This is an optimization exercise on Yosys and OpenROAD, whose aim is small area, not a production implementation.
Where RTL was checked, it was by simulation tests only, not by an equivalence proof against the original.
The RTL of run 1 was laid out without a check of its function.
No activity file was given, so power comes from the tool's default toggle rates.

--- flow/flow/abc.script ---
&get -n
&st
&dch -f
&nf -R 1000 -p
&put
mfs2
&get -n
&st
&dch -f
&nf -R 1000 -p
&put
topo
--- flow/design.v ---
module tm1628_bus (
    input  wire       clk,
    input  wire       rst,
    input  wire       start,
    input  wire [2:0] kind,
    input  wire       wbit,
    output reg  [5:0] bc,         
    output wire       idle,
    output wire       done,       
    output wire       sample,     
    output reg        stb,
    output reg        sclk,
    output reg        dio_out,
    output reg        dio_oe
);
    localparam K_SB = 3'd0, K_RB = 3'd1, K_CMD = 3'd2, K_WR = 3'd3, K_SCAN = 3'd4;
    localparam B_IDLE  = 4'd0,
               B_DONE  = 4'd1,
               B_STBLO = 4'd2,
               B_WLO   = 4'd3,
               B_WDIO  = 4'd4,
               B_WHI   = 4'd5,
               B_ENDW  = 4'd6,
               B_STBHI = 4'd7,
               B_DIRIN = 4'd8,
               B_RLO   = 4'd9,
               B_RHI   = 4'd10,
               B_REST  = 4'd11;
    reg [3:0] bs;
    reg [2:0] ph;
    assign idle   = (bs == B_IDLE);
    assign done   = (bs == B_DONE);
    assign sample = (bs == B_RHI) && (ph == 3'd7);
    wire wlast = (bc[2:0] == 3'd7) && (kind != K_WR || bc[3]);
    wire rlast = (bc[2:0] == 3'd7) && (kind == K_RB || bc[5:3] == 3'd4);
    always @(posedge clk) begin
        ph <= ph + 3'd1;
        if (rst) begin
            bs      <= B_IDLE;
            stb     <= 1'b1;
            sclk    <= 1'b1;
            dio_out <= 1'b1;
            dio_oe  <= 1'b1;
        end else begin
            case (bs)
                B_IDLE: if (start) begin
                    ph <= 3'd0;
                    bc <= 6'd0;
                    case (kind)
                        K_SB:    bs <= B_WLO;
                        K_RB:    bs <= B_RLO;
                        default: bs <= B_STBLO;
                    endcase
                end
                B_DONE: bs <= B_IDLE;
                B_REST: begin
                    dio_oe  <= 1'b1;
                    dio_out <= 1'b1;
                    bs      <= B_DONE;
                end
                default: begin
                    if (ph == 3'd0) begin
                        case (bs)
                            B_STBLO:      stb     <= 1'b0;
                            B_WLO, B_RLO: sclk    <= 1'b0;
                            B_WDIO:       dio_out <= wbit;
                            B_WHI, B_RHI: sclk    <= 1'b1;
                            B_STBHI:      stb     <= 1'b1;
                            B_DIRIN:      dio_oe  <= 1'b0;
                            default: ;
                        endcase
                    end
                    if (ph == 3'd7) begin
                        case (bs)
                            B_STBLO: bs <= B_WLO;
                            B_WLO:   bs <= B_WDIO;
                            B_WDIO:  bs <= B_WHI;
                            B_WHI: begin
                                bc <= bc + 6'd1;
                                if (!wlast)              bs <= B_WLO;
                                else if (kind == K_SB)   bs <= B_DONE;
                                else if (kind == K_SCAN) bs <= B_DIRIN;
                                else                     bs <= B_ENDW;
                            end
                            B_ENDW:  bs <= B_STBHI;
                            B_STBHI: bs <= (kind == K_SCAN) ? B_REST : B_DONE;
                            B_DIRIN: begin bs <= B_RLO; bc <= 6'd0; end
                            B_RLO:   bs <= B_RHI;
                            B_RHI: begin
                                bc <= bc + 6'd1;
                                if (!rlast)            bs <= B_RLO;
                                else if (kind == K_RB) bs <= B_DONE;
                                else                   bs <= B_STBHI;
                            end
                            default: bs <= B_IDLE;
                        endcase
                    end
                end
            endcase
        end
    end
endmodule
module tm1628_ctrl (
    input  wire       clk,
    input  wire       rst,
    input  wire       req_valid,
    output wire       req_ready,
    input  wire [7:0] req_data,
    output wire       rsp_valid,
    input  wire       rsp_ready,
    output reg  [7:0] rsp_data,
    output wire       stb,
    output wire       sclk,
    output wire       dio_out,
    output wire       dio_oe,
    input  wire       dio_in
);
    localparam O_CHAR2SEG = 5'b00000, O_RENDER   = 5'b00001, O_DECODE   = 5'b00010,
               O_PUSHKEY  = 5'b00011, O_GETBRT   = 5'b00100, O_GETMODE  = 5'b00101,
               O_POPKEY   = 5'b00110, O_SHOWKEYS = 5'b00111,
               O_SENDCMD  = 5'b01000, O_SENDBYTE = 5'b01001, O_READBYTE = 5'b01010,
               O_SCANKEYS = 5'b01011, O_INITSEQ  = 5'b01100, O_SETBRT   = 5'b01101,
               O_SETMODE  = 5'b01110,
               O_WRREG    = 5'b10000, O_WRRAWB   = 5'b10001, O_WRRAW    = 5'b10011,
               O_WRGRID   = 5'b11000, O_SETTXT   = 5'b11001, O_CLRKEYS  = 5'b11010,
               O_UNKNOWN  = 5'b11111;
    localparam K_SB = 3'd0, K_RB = 3'd1, K_CMD = 3'd2, K_WR = 3'd3, K_SCAN = 3'd4;
    localparam M_TAG  = 3'd0, M_ARG  = 3'd1, M_LEN0 = 3'd2, M_LEN1 = 3'd3,
               M_STR  = 3'd4, M_EXEC = 3'd5, M_XFER = 3'd6, M_RSP  = 3'd7;
    function [7:0] char2seg(input [7:0] c);
        reg [7:0] u;
        begin
            u = (c >= 8'h61 && c <= 8'h7A) ? c - 8'h20 : c;
            case (u)
                "0": char2seg = 8'h3F;  "1": char2seg = 8'h06;
                "2": char2seg = 8'h5B;  "3": char2seg = 8'h4F;
                "4": char2seg = 8'h66;  "5": char2seg = 8'h6D;
                "6": char2seg = 8'h7D;  "7": char2seg = 8'h07;
                "8": char2seg = 8'h7F;  "9": char2seg = 8'h6F;
                "A": char2seg = 8'h77;  "B": char2seg = 8'h7C;
                "C": char2seg = 8'h39;  "D": char2seg = 8'h5E;
                "E": char2seg = 8'h79;  "F": char2seg = 8'h71;
                "G": char2seg = 8'h3D;  "H": char2seg = 8'h76;
                "I": char2seg = 8'h30;  "J": char2seg = 8'h1E;
                "K": char2seg = 8'h75;  "L": char2seg = 8'h38;
                "M": char2seg = 8'h15;  "N": char2seg = 8'h37;
                "O": char2seg = 8'h3F;  "P": char2seg = 8'h73;
                "Q": char2seg = 8'h6B;  "R": char2seg = 8'h33;
                "S": char2seg = 8'h6D;  "T": char2seg = 8'h78;
                "U": char2seg = 8'h3E;  "V": char2seg = 8'h3E;
                "W": char2seg = 8'h2A;  "X": char2seg = 8'h76;
                "Y": char2seg = 8'h6E;  "Z": char2seg = 8'h5B;
                default: char2seg = 8'h00;
            endcase
        end
    endfunction
    reg  [2:0]  mst;
    reg  [4:0]  op;
    reg  [4:0]  cnt;           
    reg  [15:0] rem;           
    reg         flag;          
    reg  [1:0]  mode;
    reg  [3:0]  brt;
    reg  [7:0]  A [0:13];      
    reg  [7:0]  G [0:6];       
    reg  [2:0]  gz;            
    reg  [2:0]  gfc;           
    reg         gsrc;          
    reg  [7:0]  Q [0:15];      
    reg  [3:0]  hp;            
    reg  [4:0]  qn;            
    reg         qw;            
    wire [2:0] ngrids = {1'b0, mode} + 3'd4;
    wire bad = (op == O_UNKNOWN) || (op == O_WRRAW && !flag) || (op == O_SETMODE && |A[13][7:2]);
    reg [2:0] kind;
    reg [4:0] xn;
    reg       gridop;
    always @(*) begin
        kind   = K_WR;
        xn     = 5'd0;
        gridop = 1'b0;
        case (op)
            O_SENDBYTE: begin kind = K_SB;   xn = 5'd1; end
            O_SENDCMD:  begin kind = K_CMD;  xn = 5'd1; end
            O_READBYTE: begin kind = K_RB;   xn = 5'd1; end
            O_WRREG:    begin kind = K_WR;   xn = 5'd1; end
            O_SCANKEYS: begin kind = K_SCAN; xn = 5'd1; end
            O_WRGRID, O_SETTXT, O_CLRKEYS: begin
                kind = K_WR; xn = {2'b00, ngrids}; gridop = 1'b1;
            end
            O_WRRAWB:   begin kind = K_WR; xn = 5'd14; end
            O_WRRAW:    begin kind = K_WR; xn = bad ? 5'd0 : 5'd14; end
            O_INITSEQ, O_SETBRT: begin kind = K_CMD; xn = 5'd3; end
            O_SETMODE:  begin kind = K_CMD; xn = bad ? 5'd0 : 5'd3; end
            default: ;
        endcase
    end
    wire [5:0] bc;
    wire       bus_idle, bus_done, bus_sample;
    wire       bus_start = (mst == M_XFER) && bus_idle && (cnt != xn);
    reg [7:0] b0, b1;
    always @(*) begin
        case (op)
            O_SENDBYTE, O_SENDCMD: b0 = A[13];
            O_WRREG:               b0 = A[12];
            O_SCANKEYS:            b0 = 8'h42;
            O_WRGRID, O_SETTXT, O_CLRKEYS: b0 = {4'hC, cnt[2:0], 1'b0};
            O_WRRAWB, O_WRRAW:     b0 = {4'hC, cnt[3:0]};
            default: begin
                case (cnt[1:0])
                    2'd0:    b0 = {6'd0, mode};
                    2'd1:    b0 = 8'h40;
                    default: b0 = {4'h8, brt};
                endcase
            end
        endcase
        case (op)
            O_WRRAWB, O_WRRAW:     b1 = A[0];
            default:               b1 = A[13];
        endcase
    end
    wire [7:0] wbyte = (kind == K_WR && bc[3]) ? b1 : b0;
    wire       wbit  = wbyte[bc[2:0]];
    tm1628_bus u_bus (
        .clk     (clk),
        .rst     (rst),
        .start   (bus_start),
        .kind    (kind),
        .wbit    (wbit),
        .bc      (bc),
        .idle    (bus_idle),
        .done    (bus_done),
        .sample  (bus_sample),
        .stb     (stb),
        .sclk    (sclk),
        .dio_out (dio_out),
        .dio_oe  (dio_oe)
    );
    reg [4:0] top;
    always @(*) begin
        case (req_data)
            8'h01: top = O_SENDBYTE;  8'h02: top = O_SENDCMD;
            8'h03: top = O_READBYTE;  8'h10: top = O_CHAR2SEG;
            8'h11: top = O_RENDER;    8'h12: top = O_WRREG;
            8'h13: top = O_WRGRID;    8'h14: top = O_WRRAWB;
            8'h15: top = O_INITSEQ;   8'h20: top = O_SCANKEYS;
            8'h21: top = O_DECODE;    8'h22: top = O_PUSHKEY;
            8'h40: top = O_GETBRT;    8'h41: top = O_SETBRT;
            8'h45: top = O_SETTXT;    8'h46: top = O_GETMODE;
            8'h47: top = O_SETMODE;   8'h48: top = O_POPKEY;
            8'h49: top = O_CLRKEYS;   8'h4A: top = O_SHOWKEYS;
            8'h4B: top = O_WRRAW;
            default: top = O_UNKNOWN;
        endcase
    end
    reg arg_last;
    always @(*) begin
        case (op)
            O_WRREG:  arg_last = (cnt[3:0] == 4'd1);
            O_SETBRT: arg_last = (cnt[3:0] == 4'd3);
            O_DECODE: arg_last = (cnt[3:0] == 4'd4);
            O_WRRAWB: arg_last = (cnt[3:0] == 4'd13);
            default:  arg_last = 1'b1;
        endcase
    end
    assign req_ready = (mst == M_TAG) || (mst == M_ARG) || (mst == M_LEN0) ||
                       (mst == M_LEN1) || (mst == M_STR);
    wire req_fire = req_valid && req_ready;
    assign rsp_valid = (mst == M_RSP);
    wire rsp_fire = rsp_valid && rsp_ready;
    reg       dec_hit;
    reg [7:0] dec_chr;
    always @(*) begin
        dec_hit = 1'b1;
        if      (A[9][0])  dec_chr = "1";
        else if (A[9][1])  dec_chr = "2";
        else if (A[9][3])  dec_chr = "3";
        else if (A[9][4])  dec_chr = "4";
        else if (A[10][0]) dec_chr = "5";
        else if (A[10][1]) dec_chr = "6";
        else if (A[10][3]) dec_chr = "7";
        else if (A[10][4]) dec_chr = "8";
        else if (A[11][0]) dec_chr = "9";
        else if (A[11][1]) dec_chr = "0";
        else if (A[11][3]) dec_chr = "A";
        else if (A[11][4]) dec_chr = "B";
        else if (A[12][0]) dec_chr = "C";
        else if (A[12][1]) dec_chr = "D";
        else if (A[12][3]) dec_chr = "E";
        else if (A[12][4]) dec_chr = "F";
        else if (A[13][0]) dec_chr = "G";
        else if (A[13][1]) dec_chr = "H";
        else if (A[13][3]) dec_chr = "I";
        else if (A[13][4]) dec_chr = "J";
        else begin
            dec_hit = 1'b0;
            dec_chr = 8'h00;
        end
    end
    wire [7:0] cs     = char2seg(req_data);
    wire       is_dot = (req_data == 8'h2E);
    wire [7:0] lc     = req_data | 8'h20;
    wire       is_hex = (req_data >= "0" && req_data <= "9") || (lc >= "a" && lc <= "f");
    wire [3:0] hv     = req_data[6] ? req_data[3:0] + 4'd9 : req_data[3:0];
    wire str_fire   = (mst == M_STR) && req_valid;
    wire rnd_new    = str_fire && (op != O_WRRAW) && !is_dot && (cnt[2:0] < ngrids);   
    wire rnd_dot    = str_fire && (op != O_WRRAW) && is_dot && flag;                   
    wire hex_take   = str_fire && (op == O_WRRAW);
    wire [3:0] qidx = hp + ((op == O_SHOWKEYS) ? (cnt[3:0] - 4'd3) : 4'd0);
    wire [7:0] qr   = Q[qidx];
    reg [7:0] rnd_byte;
    always @(*) begin
        case (rem[2:0])
            3'd1: rnd_byte = A[13];
            3'd2: rnd_byte = A[12];
            3'd3: rnd_byte = A[11];
            3'd4: rnd_byte = A[10];
            3'd5: rnd_byte = A[9];
            3'd6: rnd_byte = A[8];
            3'd7: rnd_byte = A[7];
            default: rnd_byte = 8'h00;
        endcase
    end
    always @(*) begin
        if (cnt == 5'd0) begin
            rsp_data = {7'd0, bad};
        end else begin
            case (op)
                O_READBYTE, O_CHAR2SEG, O_RENDER, O_SCANKEYS: rsp_data = rnd_byte;
                O_DECODE:   rsp_data = (cnt == 5'd1) ? {7'd0, dec_hit} : dec_chr;
                O_POPKEY:   rsp_data = (cnt == 5'd1) ? {7'd0, qn != 5'd0} : qr;
                O_GETBRT:   rsp_data = {4'd0, brt};
                O_GETMODE:  rsp_data = {6'd0, mode};
                O_SHOWKEYS: begin
                    if (cnt == 5'd1)      rsp_data = {3'd0, qn};
                    else if (cnt == 5'd2) rsp_data = 8'h00;
                    else                  rsp_data = qr;
                end
                default:    rsp_data = 8'h00;
            endcase
        end
    end
    reg rsp_last;
    always @(*) begin
        if (bad) rsp_last = (cnt == 5'd0);
        else begin
            case (op)
                O_READBYTE, O_CHAR2SEG, O_GETBRT, O_GETMODE: rsp_last = (cnt == 5'd1);
                O_RENDER:   rsp_last = (cnt == 5'd7);
                O_SCANKEYS: rsp_last = (cnt == 5'd5);
                O_DECODE:   rsp_last = (cnt == (dec_hit ? 5'd2 : 5'd1));
                O_POPKEY:   rsp_last = (cnt == ((qn != 5'd0) ? 5'd2 : 5'd1));
                O_SHOWKEYS: rsp_last = (cnt == qn + 5'd2);
                default:    rsp_last = (cnt == 5'd0);
            endcase
        end
    end
    wire xfer_shift = bus_done && (op == O_WRRAWB || op == O_WRRAW);
    wire rsp_shift  = rsp_fire && (cnt != 5'd0) && (op == O_RENDER || op == O_SCANKEYS);
    wire arg_fire   = (mst == M_ARG) && req_valid;
    wire g_cap   = (mst == M_XFER) && gridop && !g_wr && !bc[3] && (gz == g_at);
    wire g_copy  = g_wr && gsrc;
    wire a_shift = arg_fire || rnd_new || g_copy || (hex_take && !rem[0]) ||
                   (bus_sample && bc[2:0] == 3'd0) || xfer_shift || rsp_shift;
    integer i;
    always @(posedge clk) begin
        if (a_shift)
            for (i = 0; i < 13; i = i + 1) A[i] <= A[i + 1];
        if (arg_fire)
            A[13] <= (op == O_CHAR2SEG) ? cs : req_data;
        else if (rnd_new)
            A[13] <= cs;
        else if (rnd_dot)
            A[13][7] <= 1'b1;
        else if (hex_take)
            A[13] <= {A[13][3:0], hv};
        else if (bus_sample)
            A[13] <= {dio_in, A[13][7:1]};
        else if (g_cap)
            A[13] <= G[0];
        else if (rsp_shift || xfer_shift || g_copy)
            A[13] <= 8'h00;
    end
    wire       g_wr  = (gfc != 3'd0);
    wire [2:0] g_at  = (cnt[2:0] == 3'd0) ? 3'd0 : 3'd7 - cnt[2:0];
    always @(posedge clk) begin
        for (i = 0; i < 6; i = i + 1) G[i] <= G[i + 1];
        G[6] <= g_wr ? (gsrc ? rnd_byte : 8'h00) : G[0];
        gz   <= (gfc == 3'd7 || gz == 3'd0) ? 3'd6 : gz - 3'd1;
        if (rst || (mst == M_EXEC && op == O_CLRKEYS)) begin
            gfc  <= 3'd7;
            gsrc <= 1'b0;
        end else if (mst == M_EXEC && op == O_SETTXT) begin
            gfc  <= 3'd7;
            gsrc <= 1'b1;
        end else if (g_wr) begin
            gfc  <= gfc - 3'd1;
        end
    end
    wire [3:0] qwp   = hp + qn[3:0] - 4'd2;      
    wire       qport = qw && (qwp[1:0] == 2'd3);
    wire       q_pop = rsp_fire && rsp_last && op == O_POPKEY && qn != 5'd0;
    always @(posedge clk) begin
        for (i = 0; i < 16; i = i + 1) Q[i] <= Q[(i + 1) % 16];
        if (qport) Q[{qwp[3:2], 2'b11}] <= A[13];
        hp <= hp - 4'd1 + {3'd0, q_pop};
    end
    always @(posedge clk) begin
        if (qport) qw <= 1'b0;
        if (rst) begin
            mst  <= M_TAG;
            mode <= 2'd2;
            brt  <= 4'd10;
            qn   <= 5'd0;
            qw   <= 1'b0;
        end else begin
            if (q_pop) qn <= qn - 5'd1;
            case (mst)
                M_TAG: if (req_valid) begin
                    op   <= top;
                    cnt  <= 5'd0;
                    flag <= 1'b0;
                    case (top)
                        O_UNKNOWN: mst <= M_RSP;
                        O_RENDER, O_SETTXT, O_WRRAW: mst <= M_LEN0;
                        O_SENDBYTE, O_SENDCMD, O_CHAR2SEG, O_PUSHKEY, O_SETMODE,
                        O_WRREG, O_SETBRT, O_DECODE, O_WRRAWB: mst <= M_ARG;
                        default: mst <= M_EXEC;
                    endcase
                end
                M_ARG: if (req_valid) begin
                    cnt <= cnt + 5'd1;
                    if (arg_last) mst <= M_EXEC;
                end
                M_LEN0: if (req_valid) begin
                    rem[7:0] <= req_data;
                    mst      <= M_LEN1;
                end
                M_LEN1: if (req_valid) begin
                    rem[15:8] <= req_data;
                    flag      <= (op == O_WRRAW) && ({req_data, rem[7:0]} == 16'd28);
                    if ({req_data, rem[7:0]} == 16'd0) mst <= M_EXEC;
                    else                               mst <= M_STR;
                end
                M_STR: if (req_valid) begin
                    rem <= rem - 16'd1;
                    if (rem == 16'd1) mst <= M_EXEC;
                    if (op == O_WRRAW) begin
                        if (!is_hex) flag <= 1'b0;
                    end else if (is_dot) begin
                        flag <= 1'b0;
                    end else if (cnt[2:0] < ngrids) begin
                        cnt  <= cnt + 5'd1;
                        flag <= 1'b1;
                    end else begin
                        flag <= 1'b0;
                    end
                end
                M_EXEC: begin
                    cnt      <= 5'd0;
                    case (op)
                        O_SCANKEYS: rem[2:0] <= 3'd5;
                        O_RENDER:   rem[2:0] <= cnt[2:0];
                        O_SETTXT:   rem[2:0] <= cnt[2:0];
                        default:    rem[2:0] <= 3'd1;
                    endcase
                    mst      <= M_XFER;
                    case (op)
                        O_CLRKEYS: qn <= 5'd0;
                        O_PUSHKEY: if (!qn[4]) begin
                            qn <= qn + 5'd1;
                            qw <= 1'b1;
                        end
                        O_SETBRT: begin
                            if (A[13][7])                            brt <= 4'd0;
                            else if (|{A[13], A[12], A[11], A[10][7:4]}) brt <= 4'd15;
                            else                                     brt <= A[10][3:0];
                        end
                        O_SETMODE: begin
                            if (!(|A[13][7:2])) mode <= A[13][1:0];
                        end
                        default: ;
                    endcase
                end
                M_XFER: begin
                    if (bus_done) cnt <= cnt + 5'd1;
                    if (bus_idle && cnt == xn) begin
                        mst <= M_RSP;
                        cnt <= 5'd0;
                    end
                end
                M_RSP: if (rsp_ready) begin
                    cnt <= cnt + 5'd1;
                    if (rsp_last) mst <= M_TAG;
                end
                default: mst <= M_TAG;
            endcase
        end
    end
endmodule
--- flow/constraint.sdc ---
create_clock -name core_clock -period 10.0 [get_ports {clk}]
set_input_delay 2.0000 -clock core_clock [delete_from_list [all_inputs] [get_ports {clk}]]
set_output_delay 2.0000 -clock core_clock [all_outputs]
set_load 0.01 [all_outputs]
--- flow/standard.sh ---
#!/bin/bash
# synth_recipe.tcl (not shown) runs the flow's synth.tcl, then flattens the netlist and writes it again
# the make line also repeats each setting of config.mk as NAME=value (left out here)
make -C /OpenROAD-flow-scripts/flow DESIGN_CONFIG=/design/flow/config.mk WORK_HOME=/design/flow/orfs CLKGATE_MAP_FILE= SYNTH_SCRIPT=/design/flow/synth_recipe.tcl "${@:-finish}"
--- flow/config.mk ---
export PLATFORM = sky130hd
export DESIGN_NAME = tm1628_ctrl
export DESIGN_NICKNAME = tm1628_ctrl
export VERILOG_FILES = /design/flow/design.v
export SDC_FILE = /design/flow/constraint.sdc
export NUM_CORES = 4
export LEC_CHECK = 0
export CAP_MARGIN = 20
export CORE_MARGIN = 2
export CORE_UTILIZATION = 60
export SLEW_MARGIN = 20
--- flow/flow/run.sh ---
#!/bin/bash
# Standard layout, with these changes to how it is made: the ABC mapping
# script favours area over delay, the port buffers are buf_1, and clock tree
# synthesis inserts no dummy loads.
set -euo pipefail
work=$(pwd)
rm -rf "$work/scripts"
cp -r "$FLOW_HOME/scripts" "$work/scripts"
cp "$work/flow/abc.script" "$work/scripts/abc_speed.script"
cts="-sink_clustering_enable -repair_clock_nets -sink_clustering_size 20 -sink_clustering_max_diameter 60 -buf_list sky130_fd_sc_hd__clkbuf_8 -dont_use_dummy_load"
bash "$work/standard.sh" "SCRIPTS_DIR=$work/scripts" "CTS_ARGS=$cts" \
    "BUFFER_PORTS_ARGS=-inputs -outputs -buffer_cell sky130_fd_sc_hd__buf_1" finish > "$work/flow_make.log" 2>&1
==> results of run 1 <==
-- cells in the final DEF, fill, tap and decap left out, types with 17 or more instances in the layout --
master,netlist,layout
clkinv_1,47,47
nand2_1,130,130
and2_0,19,19
nand2b_1,19,19
nor3_1,42,42
dfxtp_1,221,221
a22oi_1,20,20
nand3_1,51,51
o21ai_0,90,90
a31oi_1,17,17
xor2_1,22,21
edfxtp_1,145,145
clkbuf_8,0,26
nor2_1,156,155
buf_4,0,17
mux4_2,32,32
nor2b_1,17,17
and3_1,19,19
a21oi_1,87,87
mux2_1,30,30
ha_1,49,48
xnor2_1,27,27
nor4_1,21,21
buf_1,0,26
-- state kept, by name, indices dropped and copies added, names as in the netlist, 3 cells and up --
register  cells
A           112
Q           128
gfc           3
u_bus.ph      3
cnt           5
qn            5
G            56
u_bus.bs      4
brt           4
mst           3
hp            4
op            5
rem          16
u_bus.bc      6
gz            3
-- worst paths after layout --
kind	start	end	slack (ns)	cells after the start
min reg2reg	G[2][2]$_DFF_P_	G[1][2]$_DFF_P_	0.30	0
max reg2reg	cnt[0]$_DFFE_PP_	A[3][7]$_DFFE_PP_	5.46	7
max	op[0]$_DFFE_PP_	rsp_data[0]	3.47	15
min	G[2][2]$_DFF_P_	G[1][2]$_DFF_P_	0.30	0
-- stage by stage --
| stage | cells | hold WS, ns |
|---|---|---|
| floorplan | 1426 | 0.310 |
| global placement | 1804 | 0.311 |
| detailed placement | 1805 | 0.312 |
| CTS | 1831 | 0.307 |
| global route | 1831 | 0.304 |
| finish | 1831 | 0.301 |
-- power by group --
group | total (µW) | internal (µW) | switching, µW
Clock | 663 | 233 | 430
Combinational | 756 | 249 | 507
Sequential | 2010 | 1810 | 199
Total | 3430 | 2290 | 1140
-- metal layers --
layer  vias to the layer above  global-route usage [%]  wire length, µm
met5                         -                       0                0
met4                         0                    8.09             1120
met3                        88                    5.14             3820
met2                       568                    44.3            17800
met1                      5689                    44.4            18600
li1                       5458                       -                -
-- cell type report --
| class | instances | area share, % |
|---|---|---|
| Sequential cell | 366 | 52.5 |
| Multi-Input combinational cell | 1013 | 40.4 |
| Tap cell | 335 | 2.51 |
| Clock buffer | 26 | 2.14 |
| Timing Repair Buffer | 44 | 1.38 |
| Inverter | 47 | 1.06 |
-- worst reg2reg max path: stages, from the launching register on --
cell and delay, ns:
edfxtp_1 0.61, clkinv_1 0.31, ha_1 0.36, and3_1 0.41, o31ai_1 0.74, a21oi_1 0.29
o2111ai_4 0.48, buf_4 0.85
-- cell families (layout without fill, tap and decap cells) --
logic type | count (synthesis) | after routing | synth area share [%]
XOR/XNOR | 49 | 49 | 2.74
AO/OA/AOI/OAI | 325 | 325 | 13.1
buffers and inverters | 47 | 117 | 1.13
multiplexers | 70 | 70 | 7.26
flip-flops | 366 | 366 | 56.0
AND/OR/NAND/NOR | 518 | 518 | 15.6
adder cells (fa/ha/maj) | 51 | 51 | 4.17
==> key figures, run 1 <==
Status
  • Outcome: finished clean

Critical path
  • Cells along the critical path: and2_0, nand3_1, nor2_1, ha_2, clkinv_1, fa_1, buf_4, mux4_2, nand2_1, nand2_1, o21ai_0, a32oi_1, nor4_1, a21oi_1, buf_1
  • Worst setup path class: reg -> out
  • Critical Path Sink Type: primary output
  • Worst setup SP type: flip-flop
  • Worst path bufs/invs: 3
  • CP most frequent cell: nand2_1
  • Family with the most delay on the worst path: simple AND/OR/NAND/NOR gates
  • Slowest CP cell: edfxtp_1
  • WP data arrival: 4.53 ns
  • Critical Path RT: 8.00 ns
  • Max incr delay on CP: 0.60 ns
  • Crit Path Max Fanout: 32

Final layout
  • Synthesis-to-finish area growth: 6.62%
  • Register area: 0.00878 mm²
  • Total Nets Final: 1,562
  • Antenna Cells: 0
  • Final core occ: 64.7%
  • Fraction of layout cells with a size suffix above 1: 5.35%
  • Final instance area: 0.0167 mm²
  • Fill count: 2,041
  • Multi-input gate area: 0.00675 mm²

GRT
  • Largest net degree at the start of global routing: 76
  • Grt total ovfl: 0
  • Tot GR Track Use: 29.4%
  • Initial antenna violation count: 0
  • Number of global-route vias before repair: 11.2k
  • First-pass GRT wire length: 63,600 µm

Timing
  • RSZ-0062 raised after global routing: no
  • Post-route minimum period: 6.53 ns
  • Worst slew margin: 32.7%
  • Fmax: 0.153 GHz
  • Final Cycle Share: 65.3%
  • Clk_skew: 0.0548 ns
  • Min setup slack post-route: 3.47 ns
  • Setup TNS: 0 ns
  • Worst-margin pin slew: 0.996 ns
  • Setup-failing EPs final: 0
  • Final hold violation count: 0
  • Final slew viol count: 0

Floorplan
  • Starting Density: 60.7%
  • Ports: 27
  • Chip width: 166 µm
  • DIE AREA: 0.0274 mm²
  • Num rows: 59
  • Core Footprint: 0.0258 mm²
  • Die Y: 166 µm

Placement
  • Post-place setup slack: 3.93 ns
  • I/O Buffers: 26
  • Placement Cell Area: 0.0163 mm²
  • HPWL Detailed: 30,400 µm
  • Routability-driven placement congestion ratio: 0.962

Power and ir drop
  • Lkg Pwr: 0.00588 µW
  • Power Dens Cells: 205 mW/mm²
  • Total Power: 3430 µW
  • Max VDD drop: 176 µV

Route
  • DRC: 0
  • Drt total wl: 41,300 µm
  • Final ANT Viol Nets: 0
  • Via Count: 11.8k
  • DRT iter0 DRCs: 1,601
  • Drt first pass iters: 9
  • DR vias/cell: 6.45
  • WL/cell: 22.6 µm

Logic synthesis
  • Post-Synthesis Cells: 1,426
  • Commonest cells post-synth: dfxtp_1, nor2_1, edfxtp_1
  • Number of synthesized flops with an enable pin: 145
  • Asr flop ratio synth: 0%
  • Synth unique cells: 59
  • Syn_area_per_cell: 11.0 µm²
  • Synth top area share: 28.2%
  • #FFs+latches synth: 366
  • Cell with the most instances after synthesis: dfxtp_1
  • Syn Nets: 1,490
  • Synth area leader: dfxtp_1
  • Yosys warns: 4
  • Top post-synthesis cells by area: dfxtp_1, edfxtp_1, mux4_2
  • Area of the mapped netlist: 0.0157 mm²
  • Register area share after synthesis: 56.0%
  • Synth Flop Type: dfxtp_1

CTS
  • CTS Sinks: 366
  • CTS Buffer Depth: 3
  • Hold_buf cts: 0
  • Clock slew at reported path FFs: 0.10 ns
  • Later-pin clock latency in the skew report: 0.60 ns
  • Post-CTS Resized: 0
  • CTS tree: yes
  • Post-CTS Setup Repair Bufs: 0
  • CTS Buf Count: 26
  • CTS Root Cell: clkbuf_8
  • H-tree levels: 1

Flow run
  • Max cap viols: 0

Worst hold path
  • Min-delay worst type: reg -> reg
==> run 2: changes to the inputs <==
--- a/flow/design.v
+++ b/flow/design.v
@@ -203,4 +203,3 @@
         case (op)
-            O_SENDBYTE, O_SENDCMD: b0 = A[13];
-            O_WRREG:               b0 = A[12];
+            O_SENDBYTE, O_SENDCMD, O_WRREG: b0 = A[12];
             O_SCANKEYS:            b0 = 8'h42;
@@ -216,6 +215,3 @@
         endcase
-        case (op)
-            O_WRRAWB, O_WRRAW:     b1 = A[0];
-            default:               b1 = A[13];
-        endcase
+        b1 = A[13];
     end
@@ -357,3 +353,3 @@
     end
-    wire xfer_shift = bus_done && (op == O_WRRAWB || op == O_WRRAW);
+    wire xfer_shift = (bus_done || mst == M_EXEC) && (op == O_WRRAWB || op == O_WRRAW);
     wire rsp_shift  = rsp_fire && (cnt != 5'd0) && (op == O_RENDER || op == O_SCANKEYS);
@@ -362,3 +358,4 @@
     wire g_copy  = g_wr && gsrc;
-    wire a_shift = arg_fire || rnd_new || g_copy || (hex_take && !rem[0]) ||
+    wire one_shift = (mst == M_EXEC) && (op == O_SENDBYTE || op == O_SENDCMD);
+    wire a_shift = arg_fire || one_shift || rnd_new || g_copy || (hex_take && !rem[0]) ||
                    (bus_sample && bc[2:0] == 3'd0) || xfer_shift || rsp_shift;
@@ -380,3 +377,5 @@
             A[13] <= G[0];
-        else if (rsp_shift || xfer_shift || g_copy)
+        else if (xfer_shift)
+            A[13] <= A[0];
+        else if (rsp_shift || g_copy)
             A[13] <= 8'h00;
==> flow/flow/run.sh (replaced) <==
#!/bin/bash
# Standard layout, with these changes to how it is made: ABC maps the whole
# logic (adders included) with an area-oriented script, the port buffers are
# buf_1, and clock tree synthesis inserts no dummy loads.
set -euo pipefail
work=$(pwd)
rm -rf "$work/scripts"
cp -r "$FLOW_HOME/scripts" "$work/scripts"
cp "$work/flow/abc.script" "$work/scripts/abc_speed.script"
cts="-sink_clustering_enable -repair_clock_nets -sink_clustering_size 16 -sink_clustering_max_diameter 40 -buf_list sky130_fd_sc_hd__clkbuf_8 -dont_use_dummy_load"
bash "$work/standard.sh" "SCRIPTS_DIR=$work/scripts" "ADDER_MAP_FILE=" "CTS_ARGS=$cts" \
    "BUFFER_PORTS_ARGS=-inputs -outputs -buffer_cell sky130_fd_sc_hd__buf_1" finish > "$work/flow_make.log" 2>&1
--- a/flow/flow/abc.script
+++ b/flow/flow/abc.script
@@ -1 +1,7 @@
+&get -n
+&st
+&dch -f
+&nf -R 1000 -p
+&put
+mfs2
 &get -n
==> run 2 against run 1 <==
Net effect: flip-flop and latch count unchanged; combinational power down 14%; critical path depth down 2; worst hold slack better by 0.012 ns; via count down 5.4%; clock skew up 0.026 ns; clock power up 23%; largest cell class unchanged; still clean on timing, DRC and antenna; final area down 4.0%; non-clock buffer count down 2; critical endpoint is now rsp_data[7]; sequential share of layout area up 2.2 points.
==> key figures, run 2 <==
Route
  • Final ANT Viol Nets: 0
  • DRT iter0 DRCs: 1,309
  • Drt first pass iters: 6
  • Via Count: 11.2k
  • DR vias/cell: 6.43
  • Drt total wl: 38,400 µm
  • WL/cell: 22.1 µm
  • DRC: 0

Timing
  • Final slew viol count: 0
  • Post-route minimum period: 6.86 ns
  • Setup TNS: 0 ns
  • RSZ-0062 raised after global routing: no
  • Final hold violation count: 0
  • Worst slew margin: 34.7%
  • Fmax: 0.146 GHz
  • Final Cycle Share: 68.6%
  • Setup-failing EPs final: 0
  • Worst-margin pin slew: 0.975 ns
  • Clk_skew: 0.0809 ns

CTS
  • CTS Buf Count: 40
  • CTS Buffer Depth: 3
  • CTS tree: yes
  • Clock slew at reported path FFs: 0.09 ns
  • Later-pin clock latency in the skew report: 0.57 ns
  • Post-CTS Setup Repair Bufs: 0
  • Hold_buf cts: 0
  • Post-CTS Resized: 0
  • CTS Root Cell: clkbuf_8
  • H-tree levels: 2
  • CTS Sinks: 366

Final layout
  • Fraction of layout cells with a size suffix above 1: 6.44%
  • Antenna Cells: 0
  • Register area: 0.00878 mm²
  • Fill count: 1,906
  • Layout Cells excl Fill: 1,738
  • Top Registers: Q: 128 flops, A: 112 flops, G: 56 flops
  • Most frequent cells in the layout: dfxtp_1, nor2_1, edfxtp_1, nand2_1, o21ai_0
  • Synthesis-to-finish area growth: 8.27%
  • Multi-input gate area: 0.00607 mm²
  • Number of flip-flops in the largest register: 128
  • Final instance area: 0.0160 mm²
  • Most flops, register: Q
  • Total Nets Final: 1,429
  • Most common cell after layout, fill and taps aside: dfxtp_1

Critical path
  • Reg-to-reg slack, setup: 4.58 ns
  • Cells along the critical path: nor2_1, and2_0, nand2_1, nor2_1, and2_0, maj3_1, xor2_4, buf_4, mux4_2, mux4_2, a32oi_1, nor2_1, buf_1
  • Critical Path RT: 8.00 ns
  • WP data arrival: 4.86 ns
  • Worst setup path class: reg -> out
  • Worst setup SP type: flip-flop
  • Slowest CP cell: edfxtp_1
  • R2r worst-path depth: 19
  • Critical Path Sink Type: primary output
  • Max incr delay on CP: 0.56 ns
  • CP most frequent cell: nor2_1
  • Crit Path Max Fanout: 30

Worst hold path
  • Min-delay worst type: reg -> reg
  • Number of cells on the worst hold path: 0

GRT
  • Tot GR Track Use: 29.8%
  • First-pass GRT wire length: 60,300 µm
  • Grt total ovfl: 0
  • Number of global-route vias before repair: 10.6k
  • Initial antenna violation count: 0
  • Largest net degree at the start of global routing: 69

Logic synthesis
  • Post-Synth XOR/XNOR Area: 3.31%
  • Post-Synth Adder-Cell Area: 0.135%
  • Area of the mapped netlist: 0.0148 mm²
  • #FFs+latches synth: 366
  • Number of synthesized flops with an enable pin: 145
  • Asr flop ratio synth: 0%
  • Cell with the most instances after synthesis: dfxtp_1
  • Post-Synthesis Cells: 1,332
  • Synth area leader: dfxtp_1
  • Compound-gate portion of the synthesized area: 13.4%
  • Combinational family with the most area after synthesis: simple AND/OR/NAND/NOR gates
  • Synth Flop Type: dfxtp_1
  • Synth top area share: 29.9%
  • Syn Nets: 1,345
  • Top post-synthesis cells by area: dfxtp_1, edfxtp_1, mux4_2
  • Synth unique cells: 55
  • Synth Area in Simple Gates: 16.4%
  • Syn_area_per_cell: 11.1 µm²
  • Register area share after synthesis: 59.2%
  • Yosys warns: 4
  • Post-synthesis mux area share: 7.37%
  • Commonest cells post-synth: dfxtp_1, nor2_1, edfxtp_1

Placement
  • I/O Buffers: 26
  • Routability-driven placement congestion ratio: 0.917
  • HPWL Detailed: 27,100 µm
  • Placement Cell Area: 0.0155 mm²
  • Placed insts: 1,697

Flow run
  • Max cap viols: 0

Power and ir drop
  • Max VDD drop: 201 µV
  • Total Power: 3490 µW
  • Lkg Pwr: 0.00558 µW
  • Power Dens Cells: 218 mW/mm²

Floorplan
  • Chip width: 161 µm
  • Die Y: 161 µm
  • Num rows: 57
  • Core Footprint: 0.0242 mm²
  • Ports: 27
  • Starting Density: 61.1%
  • DIE AREA: 0.0260 mm²

Status
  • Outcome: finished clean
==> run 2: cell count changes after synthesis, sizes merged, moves of 7 or more <==
| cell | change |
|---|---|
| a221oi | +8 |
| and2 | -8 |
| clkinv | -42 |
| ha | -49 |
| nand2 | -11 |
| nand2b | +9 |
| nand3 | -18 |
| nor2 | +13 |
| nor3 | +16 |
| o21ai | +7 |
| or4 | +10 |
==> run 2: metrics by stage <==
step / hold slack [ns] / util, % / setup slack [ns]
3_5_place_dp: 0.312 / 63.8 / 3.76
2_1_floorplan: 0.310 / - / 2.46
3_3_place_gp: 0.310 / 63.8 / 3.90
4_1_cts: 0.301 / 66.1 / 3.19
5_1_grt: 0.311 / 66.2 / 2.88
6_report: 0.313 / 66.2 / 3.14
==> run 2: layout make-up <==
class | instances | area share [%]
inverter | 5 | 0.117
multi-input combinational | 961 | 37.8
tap | 324 | 2.53
sequential | 366 | 54.7
clock buffer | 40 | 3.43
timing repair buffer | 42 | 1.36
==> run 2: final timing paths <==
path	startpoint	endpoint
worst max-delay path	op[4]$_DFFE_PP_	rsp_data[7]
worst min register to register	G[6][2]$_DFF_P_	G[5][2]$_DFF_P_
worst max register to register	A[13][5]$_DFFE_PP_	qn[3]$_SDFF_PP0_
worst min-delay path	G[6][2]$_DFF_P_	G[5][2]$_DFF_P_
==> run 2: per-layer routing <==
layer  part of all wire, %  up-vias  wire [µm]  GRT usage (%)
met1                    44     5378      16900           43.4
met3                   7.2       76       2780           4.60
li1                      -     5200          -              -
met2                    47      514      17900           47.6
met5                     0        -          0              0
met4                   2.0        0        774           7.31
==> run 2: kinds of logic after synthesis <==
family | after synthesis
buffers and inverters | 5
and+or+nand+nor | 517
AOI/OAI and AO/OA | 317
adders and majority gates | 2
muxes | 69
xor gates and xnor gates | 56
DFF | 366
==> run 2: worst max-delay path: cells and delay by family (launching register included) <==
kind | cells | cell delay, ns
simple gates | 6 | 1.43
flops | 1 | 0.56
buf+inv | 2 | 0.54
compound gates | 1 | 0.24
fa+ha+maj | 1 | 0.36
mux | 2 | 1.05
xor+xnor | 1 | 0.15
==> run 2: power breakdown <==
part           switching, µW  internal (µW)
clock network            460            355
logic                    435            214
registers                214           1810
total                   1110           2380
==> run 3: changes to the inputs <==
--- a/flow/config.mk
+++ b/flow/config.mk
@@ -9,3 +9,4 @@
 export CORE_MARGIN = 2
-export CORE_UTILIZATION = 60
+export CORE_UTILIZATION = 72
+export GPL_TIMING_DRIVEN = 0
 export SLEW_MARGIN = 20
==> run 3 against run 2 <==
Net effect: critical endpoint unchanged; core utilization rose by 13 points; critical path type unchanged; worst setup slack lost 0.22 ns; global-route usage rose by 6.6 points; still clean on timing, DRC and antenna.
==> key figures, run 3 <==
Route
  • Final ANT Viol Nets: 0
  • Met3 WL: 3870 µm
  • Drt total wl: 38,900 µm
  • Wl on met1: 15,300 µm
  • WL/cell: 23.2 µm
  • Drt first pass iters: 7
  • DR vias/cell: 6.90
  • DR top layer: met4
  • DRT iter0 DRCs: 1,664
  • Via Count: 11.5k
  • Metal2 WL: 17,800 µm
  • DRC: 0

Flow run
  • Max cap viols: 0

Final layout
  • Antenna Cells: 0
  • Top Registers: Q: 128 flops, A: 112 flops, G: 56 flops
  • Fill count: 1,239
  • Total Nets Final: 1,419
  • Most common cell after layout, fill and taps aside: dfxtp_1
  • Multi-input gate area: 0.00610 mm²
  • Final instance area: 0.0160 mm²
  • Synthesis-to-finish area growth: 7.88%
  • Register area: 0.00878 mm²
  • Most frequent cells in the layout: dfxtp_1, nor2_1, edfxtp_1, nand2_1, o21ai_0
  • Most flops, register: Q
  • Number of flip-flops in the largest register: 128
  • Fraction of layout cells with a size suffix above 1: 6.05%

Timing
  • Clk_skew: 0.0869 ns
  • Final slew viol count: 0
  • Post-route minimum period: 7.08 ns
  • RSZ-0062 raised after global routing: no
  • Final hold violation count: 0
  • Setup TNS: 0 ns
  • Fmax: 0.141 GHz
  • Worst slew margin: 20.3%
  • Minimum hold slack: 0.299 ns
  • Worst-margin pin slew: 1.19 ns
  • Final Cycle Share: 70.8%
  • Setup-failing EPs final: 0

Logic synthesis
  • Top post-synthesis cells by area: dfxtp_1, edfxtp_1, mux4_2
  • Cell with the most instances after synthesis: dfxtp_1
  • Yosys warns: 4
  • Register area share after synthesis: 59.2%
  • Synth top area share: 29.9%
  • Syn_area_per_cell: 11.1 µm²
  • Area of the mapped netlist: 0.0148 mm²
  • #FFs+latches synth: 366
  • Commonest cells post-synth: dfxtp_1, nor2_1, edfxtp_1
  • Number of synthesized flops with an enable pin: 145
  • Synth unique cells: 55
  • Post-Synthesis Cells: 1,332
  • Synth Flop Type: dfxtp_1
  • Syn Nets: 1,345
  • Synth area leader: dfxtp_1
  • Asr flop ratio synth: 0%

Floorplan
  • Die Y: 147 µm
  • Ports: 27
  • Num rows: 52
  • Core Footprint: 0.0202 mm²
  • DIE AREA: 0.0217 mm²
  • Chip width: 147 µm
  • Starting Density: 73.2%

Critical path
  • Reg-to-reg slack, setup: 4.54 ns
  • R2r worst-path depth: 18
  • Crit Path Max Fanout: 18
  • R2r endpoint: qn[3]$_SDFF_PP0_
  • Worst setup SP type: flip-flop
  • Critical Path RT: 8.00 ns
  • Worst setup path class: reg -> out
  • Critical Path Sink Type: primary output
  • WP data arrival: 5.08 ns
  • Reg2reg start: A[13][2]$_DFFE_PP_

Power and ir drop
  • Sw frac: 32.4%
  • Lkg Pwr: 0.00556 µW
  • Clock share of power: 22.8%
  • Max VDD drop: 203 µV
  • Reg power frac: 58.1%
  • Logic pwr share: 19.1%
  • Int Pwr: 2370 µW
  • Power Dens Cells: 220 mW/mm²
  • Switch Pwr: 1140 µW

Worst hold path
  • Number of cells on the worst hold path: 0
  • Hold endpoint: G[4][6]$_DFF_P_
  • Hold wc startpoint: G[5][6]$_DFF_P_
  • Min-delay worst type: reg -> reg

GRT
  • Grt total ovfl: 0
  • Number of global-route vias before repair: 11.3k
  • First-pass GRT wire length: 61,800 µm
  • Largest net degree at the start of global routing: 53
  • Initial antenna violation count: 0
  • Tot GR Track Use: 36.4%

CTS
  • Post-CTS Resized: 0
  • CTS Sinks: 366
  • Hold_buf cts: 0
  • Later-pin clock latency in the skew report: 0.60 ns
  • CTS tree: yes
  • CTS Buf Count: 37
  • Clock slew at reported path FFs: 0.08 ns
  • CTS Buffer Depth: 3
  • Post-CTS Setup Repair Bufs: 0
  • CTS Root Cell: clkbuf_8
  • H-tree levels: 2

Status
  • Outcome: finished clean

Placement
  • Routability-driven placement congestion ratio: 0.969
  • I/O Buffers: 26
  • Placement Cell Area: 0.0155 mm²
  • HPWL Detailed: 27,000 µm
[run 3: cell counts after synthesis]
No cell type changed its count.
[run 3: cell families after synthesis]
family                   after synthesis  synth area share (%)
AO/OA/AOI/OAI                        317                  13.4
XOR/XNOR                              56                  3.31
adder cells (fa/ha/maj)                2                 0.135
buffers and inverters                  5                 0.127
flip-flops                           366                  59.2
multiplexers                          69                  7.37
AND/OR/NAND/NOR                      517                  16.4
[run 3: metrics by stage]
stage,power [µW],utilization (%),instances,setup slack [ns]
2_1_floorplan,2430,-,1332,2.46
3_3_place_gp,2670,75.4,1628,0.741
3_5_place_dp,2710,76.5,1637,3.49
4_1_cts,3480,79.0,1674,2.96
5_1_grt,3640,79.0,1674,2.65
6_report,3510,79.0,1674,2.92
[run 3: metal layers]
| metal | track usage, % | vias to the layer above |
|---|---|---|
| li1 | - | 5176 |
| met1 | 49.5 | 5462 |
| met2 | 57.7 | 737 |
| met3 | 7.10 | 168 |
| met4 | 16.7 | 0 |
| met5 | 0 | - |
[run 3: worst max-delay path by stage]
stage	from	to	slack, ns
after floorplan	op[4]$_DFFE_PP_	rsp_data[0]	2.46
after global placement	op[1]$_DFFE_PP_	rsp_data[0]	0.74
after detailed placement	op[4]$_DFFE_PP_	rsp_data[7]	3.49
after CTS	op[4]$_DFFE_PP_	rsp_data[7]	2.96
after global routing	op[4]$_DFFE_PP_	rsp_data[7]	2.65
final	op[1]$_DFFE_PP_	rsp_data[7]	2.92
[run 3: cell type report]
class / instances / share of cell area (%)
Sequential cell: 366 / 54.9
Tap cell: 270 / 2.11
Inverter: 5 / 0.117
Timing Repair Buffer: 35 / 1.52
Clock buffer: 37 / 3.19
Multi-Input combinational cell: 961 / 38.1
[run 3: critical path, stage by stage, from the launching register on]
cell      delay, ns
edfxtp_1       0.71
and2_0         0.38
nand2_1        0.24
nor2_1         0.25
and2_0         0.32
maj3_1         0.35
xor2_4         0.51
buf_16         0.24
mux4_2         0.51
mux4_2         0.50
a32oi_1        0.24
nor2_1         0.09
buf_1          0.18
[run 3: power by group through the flow]
| stage | Clock (µW) | Sequential [µW] | Combinational [µW] |
|---|---|---|---|
| finish | 799 | 2040 | 670 |
| global route | 848 | 2060 | 728 |
| CTS | 796 | 2030 | 653 |
| detailed placement | 0 | 2060 | 650 |
| global placement | 0 | 2080 | 597 |
| floorplan | 0 | 1980 | 450 |
==> run 4: changes to the inputs <==
--- a/flow/flow/run.sh
+++ b/flow/flow/run.sh
@@ -9,3 +9,3 @@
 cp "$work/flow/abc.script" "$work/scripts/abc_speed.script"
-cts="-sink_clustering_enable -repair_clock_nets -sink_clustering_size 16 -sink_clustering_max_diameter 40 -buf_list sky130_fd_sc_hd__clkbuf_8 -dont_use_dummy_load"
+cts="-sink_clustering_enable -repair_clock_nets -sink_clustering_size 16 -sink_clustering_max_diameter 50 -buf_list sky130_fd_sc_hd__clkbuf_8 -dont_use_dummy_load"
 bash "$work/standard.sh" "SCRIPTS_DIR=$work/scripts" "ADDER_MAP_FILE=" "CTS_ARGS=$cts" \
--- a/flow/config.mk
+++ b/flow/config.mk
@@ -9,4 +9,3 @@
 export CORE_MARGIN = 2
-export CORE_UTILIZATION = 72
-export GPL_TIMING_DRIVEN = 0
+export CORE_UTILIZATION = 40
 export SLEW_MARGIN = 20
==> run 4 against run 3 <==
Net effect: still clean on timing, DRC and antenna; worst setup slack better by 0.20 ns; combinational power down 1%; largest cell class unchanged; critical endpoint unchanged; die area up 78%; synthesized cell count unchanged.
==> key figures, run 4 <==
Critical path
  • Levels on crit path: 13
  • Cells along the critical path: nor2_1, and2_0, nand2_1, nor2_1, and2_0, maj3_1, xor2_4, buf_4, mux4_2, mux4_2, a32oi_1, nor2_1, buf_1
  • Family with the most delay on the worst path: simple AND/OR/NAND/NOR gates
  • R2r worst-path depth: 19
  • Critical Path RT: 8.00 ns
  • CP most frequent cell: nor2_1
  • Crit Path Max Fanout: 30
  • Worst setup path class: reg -> out
  • Worst setup SP type: flip-flop
  • Worst path bufs/invs: 2
  • Slowest CP cell: edfxtp_1
  • Critical Path Sink Type: primary output
  • Max incr delay on CP: 0.57 ns
  • WP data arrival: 4.88 ns

Power and ir drop
  • Sw frac: 32.0%
  • Clock share of power: 22.8%
  • Reg power frac: 58.1%
  • Switch Pwr: 1110 µW
  • Logic pwr share: 19.1%
  • Lkg Pwr: 0.00559 µW
  • Power Dens Cells: 214 mW/mm²
  • Int Pwr: 2360 µW
  • Max VDD drop: 110 µV

Timing
  • RSZ-0062 raised after global routing: no
  • Fmax: 0.145 GHz
  • Setup-failing EPs final: 0
  • Post-route minimum period: 6.88 ns
  • Setup TNS: 0 ns
  • Final Cycle Share: 68.8%
  • Clk_skew: 0.0708 ns
  • Final hold violation count: 0
  • Final slew viol count: 0
  • Worst slew margin: 30.6%
  • Worst-margin pin slew: 1.04 ns

Floorplan
  • Core Footprint: 0.0365 mm²
  • Die Y: 196 µm
  • Starting Density: 40.6%
  • Chip width: 196 µm
  • Num rows: 70
  • Ports: 27
  • DIE AREA: 0.0386 mm²

Logic synthesis
  • Number of synthesized flops with an enable pin: 145
  • Yosys warns: 4
  • Asr flop ratio synth: 0%
  • Area of the mapped netlist: 0.0148 mm²
  • Syn_area_per_cell: 11.1 µm²
  • Cell with the most instances after synthesis: dfxtp_1
  • Synth top area share: 29.9%
  • Register area share after synthesis: 59.2%
  • #FFs+latches synth: 366
  • Synth area leader: dfxtp_1
  • Synth Flop Type: dfxtp_1
  • Syn Nets: 1,345
  • Top post-synthesis cells by area: dfxtp_1, edfxtp_1, mux4_2
  • Commonest cells post-synth: dfxtp_1, nor2_1, edfxtp_1
  • Synth unique cells: 55
  • Post-Synthesis Cells: 1,332

CTS
  • CTS Sinks: 366
  • H-tree levels: 2
  • CTS Buffer Depth: 3
  • CTS tree: yes
  • Post-CTS Setup Repair Bufs: 0
  • Clock slew at reported path FFs: 0.10 ns
  • Later-pin clock latency in the skew report: 0.58 ns
  • CTS Buf Count: 37
  • Hold_buf cts: 0
  • CTS Root Cell: clkbuf_8
  • Post-CTS Resized: 0

GRT
  • First-pass GRT wire length: 61,400 µm
  • Tot GR Track Use: 20.3%
  • Grt total ovfl: 0
  • Number of global-route vias before repair: 10.8k
  • Initial antenna violation count: 1
  • Largest net degree at the start of global routing: 60

Final layout
  • Fill count: 3,446
  • Final core occ: 44.4%
  • Total Nets Final: 1,431
  • Synthesis-to-finish area growth: 9.48%
  • Most flops, register: Q
  • Fraction of layout cells with a size suffix above 1: 6.57%
  • Final instance area: 0.0162 mm²
  • Top Registers: Q: 128 flops, A: 112 flops, G: 56 flops
  • Most frequent cells in the layout: dfxtp_1, nor2_1, edfxtp_1, nand2_1, o21ai_0
  • Most common cell after layout, fill and taps aside: dfxtp_1
  • Number of flip-flops in the largest register: 128
  • Antenna Cells: 0

Worst hold path
  • Min-delay worst type: reg -> reg
  • Number of cells on the worst hold path: 0

Route
  • Via Count: 11.1k
  • Drt total wl: 38,900 µm
  • DR vias/cell: 5.90
  • Drt first pass iters: 7
  • WL/cell: 20.6 µm
  • Final ANT Viol Nets: 0
  • DRT iter0 DRCs: 1,153
  • DRC: 0

Status
  • Outcome: finished clean

Placement
  • Routability-driven placement congestion ratio: 0.913
  • Placement Cell Area: 0.0157 mm²
  • I/O Buffers: 26
  • HPWL Detailed: 27,400 µm

Flow run
  • Max cap viols: 0
==> run 4: power groups by stage <==
stage / logic [µW] / registers [µW] / clock network [µW]
4_1_cts: 658 / 2020 / 822
3_5_place_dp: 657 / 2050 / 0
2_1_floorplan: 450 / 1980 / 0
5_1_grt: 734 / 2050 / 878
3_3_place_gp: 653 / 2050 / 0
6_report: 663 / 2020 / 791
==> run 4: final timing paths <==
| kind | to | slack, ns | from |
|---|---|---|---|
| setup / recovery | rsp_data[7] | 3.12 | op[4]$_DFFE_PP_ |
| hold / removal | G[4][4]$_DFF_P_ | 0.30 | G[5][4]$_DFF_P_ |
| setup reg to reg | qn[3]$_SDFF_PP0_ | 4.72 | A[13][2]$_DFFE_PP_ |
| hold reg to reg | G[4][4]$_DFF_P_ | 0.30 | G[5][4]$_DFF_P_ |
==> run 4: logic make-up after synthesis <==
logic type / after synthesis / synth area share [%]
and+or+nand+nor: 517 / 16.4
DFF: 366 / 59.2
AOI/OAI and AO/OA: 317 / 13.4
muxes: 69 / 7.37
xor gates and xnor gates: 56 / 3.31
buffers and inverters: 5 / 0.127
adders and majority gates: 2 / 0.135
==> run 4: stage by stage <==
| stage | worst slack [ns] | instances | hold WS [ns] | total power, µW |
|---|---|---|---|---|
| global route | 2.73 | 1884 | 0.309 | 3660 |
| CTS | 3.12 | 1884 | 0.303 | 3500 |
| global placement | 3.85 | 1847 | 0.310 | 2700 |
| detailed placement | 3.74 | 1847 | 0.312 | 2710 |
| floorplan | 2.46 | 1332 | 0.310 | 2430 |
| finish | 3.12 | 1884 | 0.301 | 3470 |
==> run 4: routing by layer <==
| layer | global-route usage [%] | up-vias | wire length [µm] |
|---|---|---|---|
| met1 | 28.3 | 5388 | 17200 |
| met3 | 3.58 | 95 | 2790 |
| met5 | 0 | - | 0 |
| met4 | 8.14 | 0 | 1410 |
| met2 | 31.4 | 435 | 17500 |
| li1 | - | 5204 | - |
==> run 4: final cells by class <==
| cell class | count | area (µm²) | share of cell area (%) |
|---|---|---|---|
| sequential | 366 | 8780 | 54.1 |
| multi-input combinational | 961 | 6080 | 37.5 |
| tap | 468 | 586 | 3.61 |
| clock buffer | 37 | 509 | 3.14 |
| timing repair buffer | 47 | 255 | 1.57 |
| inverter | 5 | 18.8 | 0.116 |
==> run 4: worst register-to-register path, stage by stage, from the launching register on <==
cell and delay, ns:
edfxtp_1 0.64, or4_1 0.60, nor3_1 0.43, nor3_1 0.09
a21oi_1 0.15, o22ai_1 0.18, or4_1 0.48, nand2_1 0.10
xor2_1 0.06, nor4_1 0.52, a21oi_1 0.20, or3_1 0.57
nor4_1 0.23, buf_4 0.21, nand2_1 0.09, nor2_1 0.12
xor2_1 0.23, xor2_1 0.17, a22oi_1 0.08, nor2_1 0.11
==> run 5: changes to the inputs <==
--- a/flow/design.v
+++ b/flow/design.v
@@ -165,3 +165,3 @@
     reg  [7:0]  G [0:6];       
-    reg  [2:0]  gz;            
+    reg  [2:0]  gl;            
     reg  [2:0]  gfc;           
@@ -356,3 +356,3 @@
     wire arg_fire   = (mst == M_ARG) && req_valid;
-    wire g_cap   = (mst == M_XFER) && gridop && !g_wr && !bc[3] && (gz == g_at);
+    wire g_cap   = (mst == M_XFER) && gridop && !g_wr && !bc[3] && (gl == cnt[2:0]);
     wire g_copy  = g_wr && gsrc;
@@ -383,3 +383,2 @@
     wire       g_wr  = (gfc != 3'd0);
-    wire [2:0] g_at  = (cnt[2:0] == 3'd0) ? 3'd0 : 3'd7 - cnt[2:0];
     always @(posedge clk) begin
@@ -387,3 +386,3 @@
         G[6] <= g_wr ? (gsrc ? rnd_byte : 8'h00) : G[0];
-        gz   <= (gfc == 3'd7 || gz == 3'd0) ? 3'd6 : gz - 3'd1;
+        gl   <= (gfc == 3'd7) ? 3'd1 : (gl == 3'd6) ? 3'd0 : gl + 3'd1;
         if (rst || (mst == M_EXEC && op == O_CLRKEYS)) begin
@@ -404,3 +403,4 @@
         if (qport) Q[{qwp[3:2], 2'b11}] <= A[13];
-        hp <= hp - 4'd1 + {3'd0, q_pop};
+        if (rst) hp <= 4'd0;
+        else     hp <= hp - 4'd1 + {3'd0, q_pop};
     end
==> flow/flow/abc.script (replaced) <==
&get -n
&st
&dch -f
&nf -R 1000 -p -F 10 -A 6 -C 24
&put
mfs2
&get -n
&st
&dch -f
&nf -R 1000 -p -F 10 -A 6 -C 24
&put
mfs2
&get -n
&st
&dch -f
&nf -R 1000 -p -F 10 -A 6 -C 24
&put
mfs2
&get -n
&st
&dch -f
&nf -R 1000 -p -F 10 -A 6 -C 24
&put
topo
==> run 5 against run 4 <==
Net effect: register-to-register slack better by 0.82 ns; final cell count down 2.6%; worst setup slack better by 0.53 ns; non-clock buffer count down 8; via count down 2.4%; clock power down 2.8%; maximum frequency up 8.3%; critical path depth down 1; critical path type unchanged; critical endpoint is now rsp_data[1]; largest cell class unchanged; largest power group unchanged.
==> key figures, run 5 <==
Status
  • Outcome: finished clean

Final layout
  • Top Registers: Q: 128 flops, A: 112 flops, G: 56 flops
  • Most flops, register: Q
  • Most frequent cells in the layout: dfxtp_1, edfxtp_1, nor2_1, nand2_1, o21ai_0
  • Number of flip-flops in the largest register: 128
  • Antenna Cells: 0
  • Fraction of layout cells with a size suffix above 1: 6.51%
  • Multi-input gate area: 0.00590 mm²
  • Synthesis-to-finish area growth: 8.79%
  • Register area: 0.00878 mm²
  • Fill count: 3,435
  • Total Nets Final: 1,382
  • Most common cell after layout, fill and taps aside: dfxtp_1

Route
  • DRC: 0
  • DR vias/cell: 5.92
  • Drt first pass iters: 7
  • WL/cell: 20.6 µm
  • DRT iter0 DRCs: 1,136
  • Final ANT Viol Nets: 0
  • Via Count: 10.9k
  • Drt total wl: 37,800 µm

Logic synthesis
  • Post-Synthesis Cells: 1,293
  • Area of the mapped netlist: 0.0147 mm²
  • Synth area leader: dfxtp_1
  • Synth top area share: 30.0%
  • Cell with the most instances after synthesis: dfxtp_1
  • Register area share after synthesis: 59.6%
  • Yosys warns: 4
  • Syn Nets: 1,306
  • Commonest cells post-synth: dfxtp_1, nor2_1, edfxtp_1
  • Synth unique cells: 55
  • Top post-synthesis cells by area: dfxtp_1, edfxtp_1, mux4_2
  • #FFs+latches synth: 366
  • Synth Flop Type: dfxtp_1
  • Syn_area_per_cell: 11.4 µm²
  • Number of synthesized flops with an enable pin: 145
  • Asr flop ratio synth: 0%

GRT
  • Initial antenna violation count: 0
  • Grt total ovfl: 0
  • Largest net degree at the start of global routing: 63
  • Tot GR Track Use: 19.8%
  • First-pass GRT wire length: 59,800 µm
  • Number of global-route vias before repair: 10.4k

Critical path
  • R2r worst-path depth: 13
  • WP data arrival: 4.35 ns
  • Critical Path Sink Type: primary output
  • Reg2reg start: A[13][3]$_DFFE_PP_
  • Critical Path RT: 8.00 ns
  • Max incr delay on CP: 0.65 ns
  • Crit Path Max Fanout: 32
  • Reg-to-reg slack, setup: 5.54 ns
  • Worst setup SP type: flip-flop
  • Slowest CP cell: edfxtp_1
  • Cells along the critical path: and2_0, nand3_1, nor2_1, xnor2_2, buf_4, mux4_2, mux4_2, clkinv_1, o32ai_1, a21oi_1, nor2_1, buf_1
  • R2r endpoint: mst[0]$_SDFFE_PP0P_
  • Worst setup path class: reg -> out

Worst hold path
  • Hold endpoint: Q[1][3]$_DFF_P_
  • Number of cells on the worst hold path: 0
  • Min-delay worst type: reg -> reg
  • Hold wc startpoint: Q[2][3]$_DFF_P_

CTS
  • Hold_buf cts: 0
  • CTS tree: yes
  • CTS Buffer Depth: 3
  • CTS Root Cell: clkbuf_8
  • Post-CTS Setup Repair Bufs: 0
  • CTS Buf Count: 35
  • H-tree levels: 2
  • Post-CTS Resized: 0
  • CTS Sinks: 366
  • Later-pin clock latency in the skew report: 0.59 ns
  • Clock slew at reported path FFs: 0.10 ns

Floorplan
  • Ports: 27
  • Core Footprint: 0.0364 mm²
  • Starting Density: 40.4%
  • Die Y: 196 µm
  • Num rows: 70
  • Chip width: 196 µm
  • DIE AREA: 0.0384 mm²

Timing
  • Minimum hold slack: 0.311 ns
  • Setup TNS: 0 ns
  • Final hold violation count: 0
  • Post-route minimum period: 6.35 ns
  • Clk_skew: 0.0900 ns
  • Final slew viol count: 0
  • Worst-margin pin slew: 1.04 ns
  • RSZ-0062 raised after global routing: no
  • Fmax: 0.157 GHz
  • Final Cycle Share: 63.5%
  • Setup-failing EPs final: 0
  • Worst slew margin: 30.1%

Power and ir drop
  • Max VDD drop: 115 µV
  • Lkg Pwr: 0.00545 µW
  • Power Dens Cells: 220 mW/mm²

Placement
  • Routability-driven placement congestion ratio: 0.933
  • HPWL Detailed: 26,300 µm
  • I/O Buffers: 26

Flow run
  • Max cap viols: 0
## run 5: logic make-up after synthesis
logic type                after synthesis  synth area share (%)
AOI/OAI and AO/OA                     305                  13.3
xor gates and xnor gates               50                  2.97
DFF                                   366                  59.6
muxes                                  76                  8.39
buffers and inverters                  23                 0.586
and+or+nand+nor                       473                  15.2
## run 5: worst max path at each step
stage / from / endpoint / slack [ns] / depth (start not counted)
5_1_grt: op[0]$_DFFE_PP_ / rsp_data[1] / 3.32 / 12
2_1_floorplan: op[0]$_DFFE_PP_ / rsp_data[1] / 2.60 / 10
4_1_cts: op[0]$_DFFE_PP_ / rsp_data[1] / 3.61 / 12
3_5_place_dp: op[0]$_DFFE_PP_ / rsp_data[1] / 4.22 / 12
6_report: op[0]$_DFFE_PP_ / rsp_data[1] / 3.65 / 12
3_3_place_gp: op[0]$_DFFE_PP_ / rsp_data[1] / 4.27 / 12
## run 5: critical path, delay by kind of cell (launching register included)
family / cells / cell delay, ns
AO/OA/AOI/OAI: 2 / 0.22
XOR/XNOR: 1 / 0.14
buffers and inverters: 3 / 0.77
flip-flops: 1 / 0.65
multiplexers: 2 / 1.05
AND/OR/NAND/NOR: 4 / 0.97
## run 5: area by class of cell
type	count	share of cell area, %
sequential	366	54.8
timing repair buffer	39	1.22
multi-input combinational	904	36.8
clock buffer	35	3.01
tap	468	3.65
inverter	23	0.539
## run 5: routing by layer
| layer | vias up | track usage [%] | wire length [µm] |
|---|---|---|---|
| met1 | 5326 | 28.6 | 17300 |
| met3 | 79 | 3.68 | 2760 |
| met5 | - | 0 | 0 |
| li1 | 5056 | - | - |
| met4 | 0 | 6.76 | 1100 |
| met2 | 398 | 30.1 | 16600 |
## run 5: where the power goes
group,total [µW],internal [µW],switching (µW)
clock network,769,313,456
logic,704,240,465
registers,2060,1830,227
## run 5: per-stage QoR
| step | instance area (µm²) | power (µW) | setup slack (ns) | util (%) | cells |
|---|---|---|---|---|---|
| 2_1_floorplan | 14700 | 2500 | 2.60 | - | 1293 |
| 3_3_place_gp | 15500 | 2770 | 4.27 | 42.6 | 1800 |
| 3_5_place_dp | 15500 | 2780 | 4.22 | 42.6 | 1800 |
| 4_1_cts | 16000 | 3560 | 3.61 | 44.0 | 1835 |
| 5_1_grt | 16000 | 3720 | 3.32 | 44.0 | 1835 |
| 6_report | 16000 | 3530 | 3.65 | 44.0 | 1835 |

static timing again, ports no longer ideal:
Ports are ideal in the flow. The routed layouts listed here were re-timed in OpenROAD. Step 1, drivers: a clkbuf_16 drives clk and a buf_2 each remaining input, both assumed. Step 2 moves the port delays by t, midway between the first and last clock arrival at a register: inputs arrive t later, outputs are due t later. That takes back most of the time a late clock gives input paths. Slacks: no drivers / after step 1 / after step 2; pairs: no drivers / after step 1.
run	shift t [ns]	setup slack, ns	worst hold slack (ns)	cell pins on the clock port's net
run 1	0.615	3.472 / 3.426 / 3.994	0.301 / 0.301 / 0.301	1
run 2	0.574	3.136 / 3.092 / 3.666	0.313 / 0.313 / 0.313	1
run 3	0.597	2.919 / 2.872 / 3.469	0.299 / 0.299 / 0.299	1
run 4	0.589	3.118 / 3.073 / 3.662	0.301 / 0.301 / 0.301	1
run 5	0.588	3.648 / 3.601 / 4.174	0.311 / 0.311 / 0.311	1
After both steps every run listed still meets setup and hold.
